Context: an optimization exercise on an open-source flow, tuned for small area. The choices shown serve that exercise and are no tape-out recipe.
In this exercise RTL edits were held to simulation tests only and were not proved equivalent to the original.
The flow treats the clock pin as an ideal source, which a real chip does not have.
No activity file was given, so power comes from the tool's default toggle rates.

before:
==> flow/design.v <==
module nezoba_maptab (
    input  wire        cfg0,      
    input  wire        cfg1,      
    input  wire        cfg2,      
    input  wire        cfg15,     
    input  wire [3:0]  step,
    input  wire [14:0] p,         
    input  wire        tphase,    
    output wire        press,     
    output wire        bad        
);
    wire [15:0] q    = {5'b00000, p[14:4]};         
    wire        s0   = (step == 4'd0);
    wire        s1   = (step == 4'd1);
    wire        s2   = (step == 4'd2);
    wire        s3   = (step == 4'd3);
    wire c0_press  = cfg0 & q[step];
    wire c1_press  = cfg1 & (s0 ? p[8] & tphase :
                             (s1 | s2) ? p[9] :
                             s3 ? p[9] & tphase : 1'b0);
    wire c2_press  = cfg2 & (step == 4'd5) & p[9];
    wire c15_press = cfg15 & s1 & p[1];
    assign press = c0_press | c1_press | c2_press | c15_press;
    assign bad   = cfg15 & ((s0 & p[0]) | (s2 & p[1]));
endmodule
module nezoba_debounce #(
    parameter integer W = 8
) (
    input  wire         clk,
    input  wire         rst,
    input  wire         sample,    
    input  wire [7:0]   raw,
    input  wire         stable,    
    output wire         changed,   
    output reg  [W-1:0] acc
);
    reg [7:0] prev;
    assign changed = (raw != prev);
    wire [7:0] d = raw | {8{rst}};
    always @(posedge clk) begin
        if (rst || sample)
            prev <= d;
        if (rst || (sample && !changed && stable))
            acc <= d[W-1:0];
    end
endmodule
module nezoba_core (
    input  wire        clk,
    input  wire        rst,           
    input  wire [31:0] now,
    output reg  [1:0]  exp_op,
    input  wire [7:0]  exp_data,
    input  wire        exp_done,
    output wire [2:0]  pin_pullup,
    input  wire [2:0]  cfg_pin,
    output reg  [7:0]  evt,
    output reg         evt_valid,
    output wire        halted,
    output wire [1:0]  fault
);
    localparam [3:0] S_INIT  = 4'd0,    
                     S_BRD   = 4'd1,    
                     S_COPY  = 4'd2,    
                     S_BWAIT = 4'd3,    
                     S_TLOAD = 4'd4,    
                     S_CMPT  = 4'd5,    
                     S_CMPA  = 4'd6,    
                     S_CMPB  = 4'd7,    
                     S_RDA   = 4'd8,
                     S_RDB   = 4'd9,
                     S_SYNC  = 4'd10,   
                     S_WALK  = 4'd11,
                     S_DIAG  = 4'd12,
                     S_HALT  = 4'd13;
    reg  [3:0]  st;
    reg  [4:0]  k;
    reg  [31:0] rta, rtb, rtt;       
    reg         cy, gr;              
    reg         fa, fb, ft;          
    reg         tphase;              
    reg         cfg0, cfg1, cfg2, cfg15;
    wire k0   = (k == 5'd0);
    wire k31  = (k == 5'd31);
    wire nowk = now[k];
    reg c5000, c4999, c13299;
    always @(*) begin
        c5000  = 1'b0;
        c4999  = 1'b0;
        c13299 = 1'b0;
        case (k)
            5'd0, 5'd1:                           begin c4999 = 1'b1; c13299 = 1'b1; end
            5'd2:                                 c4999 = 1'b1;
            5'd3:                                 c5000 = 1'b1;
            5'd4, 5'd5, 5'd6, 5'd13:              c13299 = 1'b1;
            5'd7, 5'd8, 5'd9, 5'd12:              begin c5000 = 1'b1; c4999 = 1'b1; c13299 = 1'b1; end
            default: ;
        endcase
    end
    wire boot = (st == S_BWAIT);
    wire x    = boot ? rta[0] : nowk;
    wire y    = (st == S_CMPA) ? rta[0] : (st == S_CMPB) ? rtb[0] : rtt[0];
    wire cst  = boot ? c4999 : (st == S_CMPT) ? c13299 : c5000;
    wire cin  = k0 | cy;
    wire sd   = x ^ ~y ^ cin;
    wire g_nx = (sd != cst) ? sd : (~k0 & gr);
    always @(posedge clk) begin
        cy <= (x & ~y) | (x & cin) | (~y & cin);
        gr <= g_nx;
    end
    wire       smp_a = (st == S_RDA) && exp_done;
    wire       smp_b = (st == S_RDB) && exp_done;
    wire       chg_a, chg_b;
    wire [7:0] acc_a;
    wire [6:0] acc_b;                 
    nezoba_debounce #(.W(8)) u_bank_a (
        .clk(clk), .rst(rst), .sample(smp_a), .raw(exp_data),
        .stable(fa), .changed(chg_a), .acc(acc_a)
    );
    nezoba_debounce #(.W(7)) u_bank_b (
        .clk(clk), .rst(rst), .sample(smp_b), .raw(exp_data),
        .stable(fb), .changed(chg_b), .acc(acc_b)
    );
    wire [14:0] p = ~{acc_b, acc_a};     
    wire walk = (st == S_WALK);
    wire m_press, m_bad;
    nezoba_maptab u_map (
        .cfg0(cfg0), .cfg1(cfg1), .cfg2(cfg2), .cfg15(cfg15),
        .step(k[3:0]), .p(p), .tphase(tphase),
        .press(m_press), .bad(m_bad)
    );
    wire hit_bad = walk && !k[4] && m_bad;
    wire h0 = ~p[3], h1 = ~p[5], h2 = ~p[10];
    wire s1 = p[0] ^ p[1] ^ p[2];
    wire c1 = (p[0] & p[1]) | (p[0] & p[2]) | (p[1] & p[2]);
    wire s2 = p[4] ^ h0 ^ h1;
    wire c2 = (p[4] & h0) | (p[4] & h1) | (h0 & h1);
    wire s3 = s1 ^ s2 ^ h2;
    wire c3 = (s1 & s2) | (s1 & h2) | (s2 & h2);
    wire [2:0] n7 = {(c1 & c2) | (c1 & c3) | (c2 & c3), c1 ^ c2 ^ c3, s3};
    wire xpos = (cfg0 & p[3] & ~p[2]) | (cfg2 & n7[2]);
    wire xneg = (cfg0 & p[2] & ~p[3]) | (cfg2 & ~n7[2] & ~(n7[1] & n7[0]));
    wire ypos = (cfg0 & p[0] & ~p[1]) | (cfg2 & (p[6] | (p[4] & ~p[5])));
    wire yneg = (cfg0 & p[1] & ~p[0]) | (cfg2 & ~p[6] & p[5] & ~p[4]);
    wire [3:0] dcode;
    assign dcode[3] = xneg & ypos;
    assign dcode[2] = yneg | (xneg & ~ypos);
    assign dcode[1] = (xpos & ~yneg) | (xneg & ~ypos);
    assign dcode[0] = (~xpos & ~xneg & (ypos | yneg)) | (~ypos & ~yneg & (xpos | xneg));
    assign pin_pullup = 3'b111;
    assign halted     = (st == S_DIAG) || (st == S_HALT);
    assign fault      = {halted, halted};
    always @(*) begin
        case (st)
            S_INIT:          exp_op = 2'd1;
            S_BRD, S_RDB:    exp_op = 2'd3;
            S_RDA:           exp_op = 2'd2;
            default:         exp_op = 2'd0;
        endcase
    end
    wire is_walk = (st == S_WALK), is_diag = (st == S_DIAG), is_cmpt = (st == S_CMPT);
    wire tail_c  = k[4] & k[0];        
    always @(*) begin
        evt_valid = ((st == S_TLOAD) & k31) | (is_cmpt & k0) | is_diag
                  | (is_walk & (k[4] ? (k[3:1] == 3'b111) : m_press));
        evt[7]    = is_diag | (is_walk & tail_c);
        evt[6]    = is_diag | (is_walk & ~tail_c);
        evt[5]    = is_diag | is_cmpt | (is_walk & k[4] & ~k[0]);
        evt[4]    = 1'b0;
        evt[3:0]  = is_diag ? 4'd3 : ~is_walk ? 4'd0 : ~k[4] ? k[3:0] : k[0] ? 4'd0 : dcode;
    end
    wire pl_a = ((st == S_BRD) && exp_done) || (((st == S_COPY) || (st == S_BWAIT)) && k31);
    wire ld_a = walk && fa;
    wire ld_b = walk && fb;
    wire ld_t = (st == S_TLOAD) || (walk && ft);
    always @(posedge clk) begin
        rta <= pl_a ? now : {(ld_a ? nowk : rta[0]), rta[31:1]};
        rtb <= {(ld_b ? nowk : rtb[0]), rtb[31:1]};
        rtt <= {((st == S_COPY) ? rta[0] : ld_t ? nowk : rtt[0]), rtt[31:1]};
    end
    wire cfg_r = ~exp_data[7];
    always @(posedge clk) begin
        if (rst) begin
            st     <= S_INIT;
            k      <= 5'd0;
            tphase <= 1'b0;
            fa     <= 1'b0;
        end else begin
            k <= ((st == S_BRD) && exp_done) ? 5'd0 : k + 5'd1;
            if (smp_a) fa <= chg_a;
            if (smp_b) fb <= chg_b;
            case (st)
                S_INIT:   if (exp_done) st <= S_BRD;
                S_BRD: begin
                    if (exp_done) begin
                        if (fa && cfg_r == fb) begin
                            cfg0  <= (cfg_pin == 3'b111) && !cfg_r;
                            cfg1  <= (cfg_pin == 3'b111) &&  cfg_r;
                            cfg2  <= (cfg_pin == 3'b011) && !cfg_r;
                            cfg15 <= (cfg_pin == 3'b000) &&  cfg_r;
                            st    <= S_TLOAD;
                        end else begin
                            fa <= 1'b1;
                            fb <= cfg_r;
                            st <= S_COPY;
                        end
                    end
                end
                S_COPY:   if (k31) st <= S_BWAIT;
                S_BWAIT:  if (k31 && g_nx) st <= S_BRD;
                S_TLOAD:  if (k31) st <= S_CMPT;
                S_CMPT: begin
                    if (k31) begin
                        ft     <= g_nx;
                        tphase <= tphase ^ g_nx;
                        st     <= S_CMPA;
                    end
                end
                S_CMPA:   if (k31) begin fa <= g_nx; st <= S_CMPB; end
                S_CMPB:   if (k31) begin fb <= g_nx; st <= S_RDA; end
                S_RDA:    if (exp_done) st <= S_RDB;
                S_RDB:    if (exp_done) st <= S_SYNC;
                S_SYNC:   if (k31) st <= S_WALK;
                S_WALK: begin
                    if (hit_bad)  st <= S_DIAG;
                    else if (k31) st <= S_CMPT;
                end
                default:  st <= S_HALT;      
            endcase
        end
    end
endmodule
==> flow/config.mk <==
export PLATFORM = sky130hd
export DESIGN_NAME = nezoba_core
export DESIGN_NICKNAME = nezoba_core
export VERILOG_FILES = /design/flow/design.v
export SDC_FILE = /design/flow/constraint.sdc
export NUM_CORES = 4
export LEC_CHECK = 0
export ABC_AREA = 1
export CAP_MARGIN = 20
export CORE_MARGIN = 2
export CORE_UTILIZATION = 40
export PLACE_DENSITY = 0.6
export SLEW_MARGIN = 20
==> flow/constraint.sdc <==
create_clock -name core_clock -period 15.0 [get_ports {clk}]
set_input_delay 3.0000 -clock core_clock [delete_from_list [all_inputs] [get_ports {clk}]]
set_output_delay 3.0000 -clock core_clock [all_outputs]
set_load 0.01 [all_outputs]
standard.sh (not shown) runs the stock make flow with config.mk's settings and CLKGATE_MAP_FILE= SYNTH_SCRIPT=/design/flow/synth_recipe.tcl, a recipe that flattens the netlist after the stock synthesis.
==> flow/flow/run.sh <==
#!/bin/bash
# Standard layout, with the smallest buffer on the ports and a lighter clock
# tree: clkbuf_4 leaves without dummy loads, upsized after CTS where a leaf
# drives many flip-flops, and combinational cells brought back to their
# smallest drive where limits allow (flow/post_cts.tcl).
set -euo pipefail
export BUFFER_PORTS_ARGS="-buffer_cell sky130_fd_sc_hd__buf_1"
export CTS_ARGS="-sink_clustering_enable -repair_clock_nets -buf_list sky130_fd_sc_hd__clkbuf_4 -root_buf sky130_fd_sc_hd__clkbuf_8 -dont_use_dummy_load"
export POST_CTS_TCL="$(pwd)/flow/post_cts.tcl"
bash standard.sh > standard.log 2>&1
Other scripts of this flow, unchanged in this note and not shown: flow/flow/post_cts.tcl
Input-level comparison between after and before:
diff --git a/flow/design.v b/flow/design.v
--- a/flow/design.v
+++ b/flow/design.v
@@ -13,13 +13,11 @@
     wire        s0   = (step == 4'd0);
     wire        s1   = (step == 4'd1);
     wire        s2   = (step == 4'd2);
     wire        s3   = (step == 4'd3);
     wire c0_press  = cfg0 & q[step];
-    wire c1_press  = cfg1 & (s0 ? p[8] & tphase :
-                             (s1 | s2) ? p[9] :
-                             s3 ? p[9] & tphase : 1'b0);
+    wire c1_press  = cfg1 & ((s0 & p[8]) | ((s1 | s2 | s3) & p[9])) & (tphase | s1 | s2);
     wire c2_press  = cfg2 & (step == 4'd5) & p[9];
     wire c15_press = cfg15 & s1 & p[1];
     assign press = c0_press | c1_press | c2_press | c15_press;
     assign bad   = cfg15 & ((s0 & p[0]) | (s2 & p[1]));
 endmodule
## What came out
- From before to after the numbers moved as follows: adder and majority cell fraction of the synthesized area did not really move, cell area went down, post-route minimum period went down.
- Changes observed in after relative to before: total power shows an increase of 0.84%, via count of the first global-routing pass shows a reduction of 126, wire length of the first global-routing pass shows a reduction of about 3%, critical path depth shows no meaningful change.
- Of before and after, the run reporting the lower cell-internal power was before.
- Total wire length shrinks by a few percent when moving from before to after.

## re-timing with driven ports
Ports are ideal in the flow. The routed layouts listed here were re-timed in OpenROAD.
Step 1 (the two cells are an assumption about what drives the block):
set clk [get_ports {clk}]
set_driving_cell -lib_cell sky130_fd_sc_hd__clkbuf_16 $clk
set_driving_cell -lib_cell sky130_fd_sc_hd__buf_2 [delete_from_list [all_inputs] $clk]
Step 2 also shifts input and output timing later by t, the mid clock arrival at the registers, as if the neighbouring blocks saw the same clock.
Slacks: no drivers / after step 1 / after step 2; pairs: no drivers / after step 1.
run	shift t [ns]	setup WS [ns]	slew at the worst register clock pin (ns)
before	0.449	8.668 / 8.637 / 9.086	0.10 / 0.10
after	0.456	8.673 / 8.638 / 9.094	0.10 / 0.10
After both steps every run listed still meets setup and hold.
